From an optimization exercise on the open Yosys and OpenROAD flow, aimed at small area, a short achievable clock period and few clock cycles per item; shortcuts taken in it are not production practice.
RTL that was checked went through simulation tests only; none was proved equivalent to the original.
No activity file was given, so power comes from the tool's default toggle rates.

v6:
==> flow/design.v (excerpt) <==
module beep_env (
  input             clk,
  input             rst,
  input             start,
  input      [31:0] env,         
  input      [31:0] gain,        
  output reg        ready,
  output reg        done,
  output reg        lut_we,
  output     [7:0]  lut_addr,
  output     [15:0] lut_data
);
  localparam [2:0] P_IDLE = 3'd0,
                   P_INIT = 3'd1,
                   P_RL   = 3'd2,
                   P_SU   = 3'd3,
                   P_DC   = 3'd4,
                   P_AT   = 3'd5;
  localparam [1:0] K_R = 2'd0, K_D = 2'd1, K_A = 2'd2;
  reg [2:0]  ph;
  reg [7:0]  atk, dec, sus, relp;    
  reg [23:0] g;
  reg        gbig;
  reg [8:0]  de;        
  reg        suNE;      
  reg        dcNE;      
  reg        atNE;      
  reg        nA;        
  reg        sgDC, sgAT;    
  reg [8:0]  i;         
  reg        last;      
  reg [23:0] acc;       
  reg        asat;      
  reg [23:0] qg;        
  reg        qsat;
  reg [7:0]  r;         
  reg        zb;        
  reg        cb;        
  reg [1:0]  dk;        
  reg        jb, jr;    
  reg [3:0]  jc;        
  reg        hm;        
  reg        jn;        
  reg        pr;        
  wire [7:0] sep  = ~relp;
  wire [2:0] fin  = atNE ? P_AT : dcNE ? P_DC : suNE ? P_SU : P_RL;
  wire       js   = jn;
  wire [7:0] dsel = (dk == K_R) ? relp : (dk == K_D) ? dec : atk;
  wire [7:0] rem;
  wire       qbit;
  wire       dstep = js | (jb & ~jc[3]);
  wire       hz    = js | (jb & (jc == 4'd0));    
  wire [3:0] jcn   = js ? 4'd1 : jc + 4'd1;      
  beep_env_div u_div (
    .clk   (clk),
    .first (hz),
    .step  (dstep),
    .cbit  (cb),
    .d     (dsel),
    .rem   (rem),
    .qbit  (qbit)
  );
  wire [8:0] rsum = {1'b0, r} + {1'b0, rem};
  wire [9:0] rdif = {1'b0, rsum} - {2'b0, dsel};
  wire       rc   = ~rdif[9];
  wire [7:0] rnxt = rc ? rdif[7:0] : rsum[7:0];
  wire [23:0] ax   = hm ? qg : acc;
  wire [25:0] asum = {2'b0, ax} + {2'b0, qg} + (zb ? {2'b0, g} : 26'd0);
  ...
For scale: about 1500 cells after synthesis, ~94 I/O pins, roughly 12000 µm² of cells after synthesis.
==> module beep_env, before the edit <==
module beep_env (
  input             clk,
  input             rst,
  input             start,
  input      [31:0] env,         
  input      [31:0] gain,        
  output reg        ready,
  output reg        done,
  output reg        lut_we,
  output     [7:0]  lut_addr,
  output     [15:0] lut_data
);
  localparam [2:0] P_IDLE = 3'd0,
                   P_INIT = 3'd1,
                   P_RL   = 3'd2,
                   P_SU   = 3'd3,
                   P_DC   = 3'd4,
                   P_AT   = 3'd5;
  localparam [1:0] K_R = 2'd0, K_D = 2'd1, K_A = 2'd2;
  reg [2:0]  ph;
  reg [7:0]  atk, dec, sus, relp;    
  reg [23:0] g;
  reg        gbig;
  reg [8:0]  de;        
  reg        suNE;      
  reg        dcNE;      
  reg        atNE;      
  reg        nA;        
  reg        sgDC, sgAT;    
  reg [8:0]  i;         
  reg        last;      
  reg [23:0] acc;       
  reg        asat;      
  reg [23:0] qg;        
  reg        qsat;
  reg [7:0]  r;         
  reg        zb;        
  reg        cb;        
  reg [1:0]  dk;        
  reg        jb, jr;    
  reg [3:0]  jc;        
  reg        hm;        
  reg        jn;        
  reg        pr;        
  wire [7:0] sep  = ~relp;
  wire [2:0] fin  = atNE ? P_AT : dcNE ? P_DC : suNE ? P_SU : P_RL;
  wire       js   = jn;
  wire [7:0] dsel = (dk == K_R) ? relp : (dk == K_D) ? dec : atk;
  wire [7:0] rem;
  wire       qbit;
  wire       dstep = js | (jb & ~jc[3]);
  wire       hz    = js | (jb & (jc == 4'd0));    
  wire [3:0] jcn   = js ? 4'd1 : jc + 4'd1;      
  beep_env_div u_div (
    .clk   (clk),
    .first (hz),
    .step  (dstep),
    .cbit  (cb),
    .d     (dsel),
    .rem   (rem),
    .qbit  (qbit)
  );
  wire [8:0] rsum = {1'b0, r} + {1'b0, rem};
  wire [9:0] rdif = {1'b0, rsum} - {2'b0, dsel};
  wire       rc   = ~rdif[9];
  wire [7:0] rnxt = rc ? rdif[7:0] : rsum[7:0];
  wire [23:0] ax   = hm ? qg : acc;
  wire [25:0] asum = {2'b0, ax} + {2'b0, qg} + (zb ? {2'b0, g} : 26'd0);
  wire        aovf = asum[25] | asum[24] | (zb & gbig);
  reg        adv;       
  reg        enter;     
  reg [2:0]  np;        
  wire       jok      = jr | (jb & jc == 4'd8);    
  wire [2:0] after_rl = suNE ? P_SU : dcNE ? P_DC : P_AT;
  wire [2:0] after_su = dcNE ? P_DC : P_AT;
  wire       ok_at    = ~nA | ((dk == K_A) & jok);
  always @* begin
    adv   = 1'b0;
    enter = 1'b0;
    np    = ph;
    case (ph)
      P_INIT: begin
        np = P_RL;
        enter = 1'b1;
        adv = jok;
      end
      P_RL, P_SU, P_DC, P_AT:
        if (!last) adv = 1'b1;
        else begin
          enter = 1'b1;
          np = (ph == P_RL) ? after_rl : (ph == P_SU) ? after_su : P_AT;
          adv = (np == P_SU) | (np == P_DC & pr) | (np == P_AT & ok_at);
        end
      default: ;
    endcase
  end
  wire       zero_n = enter & ((np == P_RL) | (np == P_AT));    
  wire       step_n = ~zero_n & ((np == P_RL) | (np == P_DC) | (np == P_AT));
  wire [8:0] i_pm   = i + {{8{ph != P_AT}}, 1'b1};    
  wire [7:0] atm1   = atk - 8'd1;
  reg  [8:0] inx;
  reg        we_n;
  always @* begin
    if (!enter) begin
      inx  = i_pm;
      we_n = (ph == P_RL) ? (i > de) : (ph == P_DC) ? ~(i[8] & |i[7:0]) : 1'b1;
    end else case (np)
      P_RL:    begin inx = 9'd255;             we_n = ~de[8]; end
      P_SU:    begin inx = i_pm;               we_n = 1'b1; end
      P_DC:    begin inx = de - 9'd1;          we_n = ~(de[8] & |de[7:0]); end
      default: begin inx = 9'd0;               we_n = 1'b1; end
    endcase
  end
  reg  [8:0] stop;
  always @* begin
    case (ph)
      P_RL:    stop = {1'b0, sep};
      P_SU:    stop = de;
      P_DC:    stop = {1'b0, atk};
      default: stop = {1'b0, atm1};
    endcase
  end
  wire single = (np == P_SU) ? (i_pm == de) : (np == P_DC) ? sgDC : (np == P_AT) & sgAT;
  wire last_n = enter ? single : (i_pm == stop);
  wire lrl = adv & last_n & (np == P_RL);
  wire ldc = adv & last_n & (np == P_DC);
  assign lut_addr = i[7:0];
  assign lut_data = acc[23:8] | {16{asat}};
  wire [8:0] de_c = {1'b0, atk} + {1'b0, dec};
  always @(posedge clk) begin
    if (ready) begin
      atk  <= env[7:0];
      dec  <= env[15:8];
      sus  <= env[23:16];
      relp <= {env[31:25], env[24] | ~|env[31:25]};
      g    <= gain[23:0];
      gbig <= |gain[31:24];
      dk   <= K_R;
      jb   <= 1'b1;
      jr   <= 1'b0;
      jc   <= 4'd0;
      hm   <= 1'b0;
      jn   <= 1'b0;
      pr   <= 1'b0;
      cb   <= env[23];
    end else begin
      if (ph == P_INIT) begin
        de   <= de_c;
        suNE <= de_c < {1'b0, sep};
        dcNE <= |dec;
        atNE <= |atk;
        nA   <= |atk[7:1];
        sgDC <= dec == 8'd1;
        sgAT <= atk == 8'd1;
      end
      hm <= js | (jb & ~jc[3]);
      if (jb) begin
        jc <= jcn;
        if (jc == 4'd8) begin
          jb <= 1'b0;
          jr <= 1'b1;
        end
      end
      if (hz) begin
        qg   <= 24'd0;
        qsat <= 1'b0;
      end else if (hm) begin
        qg   <= asum[23:0];
        qsat <= qsat | aovf;
      end
      jn <= 1'b0;
      if (lrl) begin
        dk <= dcNE ? K_D : K_A;
        jn <= dcNE | nA;
        jr <= 1'b0;
      end
      if (ldc) begin
        dk <= K_A;
        jn <= nA;
        jr <= 1'b0;
      end
      if (js) begin
        jb <= 1'b1;
        jr <= 1'b0;
        jc <= 4'd1;
      end
      if (dstep)
        zb <= qbit;
      if (lrl)
        cb <= ~dcNE | ~sus[7];
      else if (ldc)
        cb <= 1'b1;
      else
        cb <= (dk == K_A) | (sus[~jcn[2:0]] ^ (dk == K_D));
      if (js & (dk == K_D)) begin
        pr <= 1'b0;
      end else if ((dk == K_D) & jr & ~pr) begin
        r  <= rnxt;
        zb <= rc;
        pr <= 1'b1;
      end
      if (adv) begin
        i    <= inx;
        last <= last_n;
        if (zero_n) begin
          acc  <= 24'd0;
          asat <= 1'b0;
          r    <= rem;
          zb   <= 1'b0;
        end else if (step_n) begin
          acc  <= asum[23:0];
          asat <= asat | qsat | aovf;
          r    <= rnxt;
          zb   <= rc;
        end
      end
      if (js & (dk == K_D))
        r <= dec - 8'd1;
    end
    if (rst) begin
      ph     <= P_IDLE;
      ready  <= 1'b1;
      done   <= 1'b0;
      lut_we <= 1'b0;
    end else if (ready) begin
      done   <= 1'b0;
      lut_we <= 1'b0;
      if (start) begin
        ph    <= P_INIT;
        ready <= 1'b0;
      end
    end else if (adv) begin
      lut_we <= we_n;
      if (last_n & (np == fin)) begin
        done  <= 1'b1;
        ph    <= P_IDLE;
        ready <= 1'b1;
      end else
        ph <= np;
    end
  end
endmodule
export LEC_CHECK = 0
export ABC_AREA = 1
export CAP_MARGIN = 0
export CORE_MARGIN = 2
export CORE_UTILIZATION = 40
export CTS_BUF_LIST = sky130_fd_sc_hd__clkbuf_8
export PLACE_DENSITY = 0.6
export SLEW_MARGIN = 0
create_clock -name core_clock -period 10.0 [get_ports {clk}]
standard.sh (not shown) runs the stock make flow with config.mk's settings and CLKGATE_MAP_FILE= SYNTH_SCRIPT=/design/flow/synth_recipe.tcl, a recipe that flattens the netlist after the stock synthesis.
==> flow/flow/run.sh <==
#!/bin/bash
set -euo pipefail
export BUFFER_PORTS_ARGS="-buffer_cell sky130_fd_sc_hd__buf_1"
export SETUP_SLACK_MARGIN=6.5
bash standard.sh > standard_flow.log 2>&1
v6: all stages complete, timing, DRC and antenna checks passed
Testbench counts of v6, summed over its fixed seeds: cycles 26,026, builds 96.
## Diff of input files: v7 against v6
-- flow/design.v --
<<< v6, line 42
  reg [8:0]  de;        
  reg        suNE;      
  reg        dcNE;      
  reg        atNE;      
  reg        nA;        
  reg        sgDC, sgAT;    
  reg [8:0]  i;         
  reg        last;      
>>> v7, line 42
  reg [8:0]  de;        
  reg        suNE;      
  reg [8:0]  i;         
  reg        last;      
<<< v6, line 62
  reg        pr;        
  wire [7:0] sep  = ~relp;
  wire [2:0] fin  = atNE ? P_AT : dcNE ? P_DC : suNE ? P_SU : P_RL;
  wire       js   = jn;
>>> v7, line 58
  reg        pr;        
  wire [7:0] sep  = ~relp;
  wire       dcNE = |dec;           
  wire       atNE = |atk;           
  wire       nA   = |atk[7:1];      
  wire       sgDC = (dec == 8'd1);  
  wire       sgAT = (atk == 8'd1);  
  wire [2:0] fin  = atNE ? P_AT : dcNE ? P_DC : suNE ? P_SU : P_RL;
  wire       js   = jn;
<<< v6, line 166
        de   <= de_c;
        suNE <= de_c < {1'b0, sep};
        dcNE <= |dec;
        atNE <= |atk;
        nA   <= |atk[7:1];
        sgDC <= dec == 8'd1;
        sgAT <= atk == 8'd1;
      end
      hm <= js | (jb & ~jc[3]);
>>> v7, line 167
        de   <= de_c;
        suNE <= de_c < {1'b0, sep};
      end
      hm <= js | (jb & ~jc[3]);
Notes after the runs:
Between v6 and v7, compound-cell area share of the yosys netlist is higher for v7, v6 comes in under that. Per the comparison of v7 with v6, final wirelength down 170 µm, DRC marker count from the first detailed-route iteration saw a decrease, setup slack fell by 0.044 ns, part of the total power dissipated in the clock network lower.
The RTL of v7 was laid out without a check of its function.

==> static timing again, ports no longer ideal <==
No port has a modelled driver above. Below, the same layouts with a new extraction and two added sets of constraints. Step 1 assumes that a clkbuf_16 drives the clock port and a buf_2 every other input. Step 2 also shifts input and output timing later by t, the mid clock arrival at the registers, as if the neighbouring blocks saw the same clock. Slacks: no drivers / after step 1 / after step 2; pairs: no drivers / after step 1.
run	t (ns)	setup slack, ns	latest minus earliest clock arrival (ns)	slew at the worst register clock pin (ns)
v6	0.530	6.597 / 6.554 / 6.645	0.025 / 0.025	0.11 / 0.11
v7	0.532	6.553 / 6.553 / 6.553	0.019 / 0.019	0.10 / 0.10
After both steps every run listed still meets setup and hold.
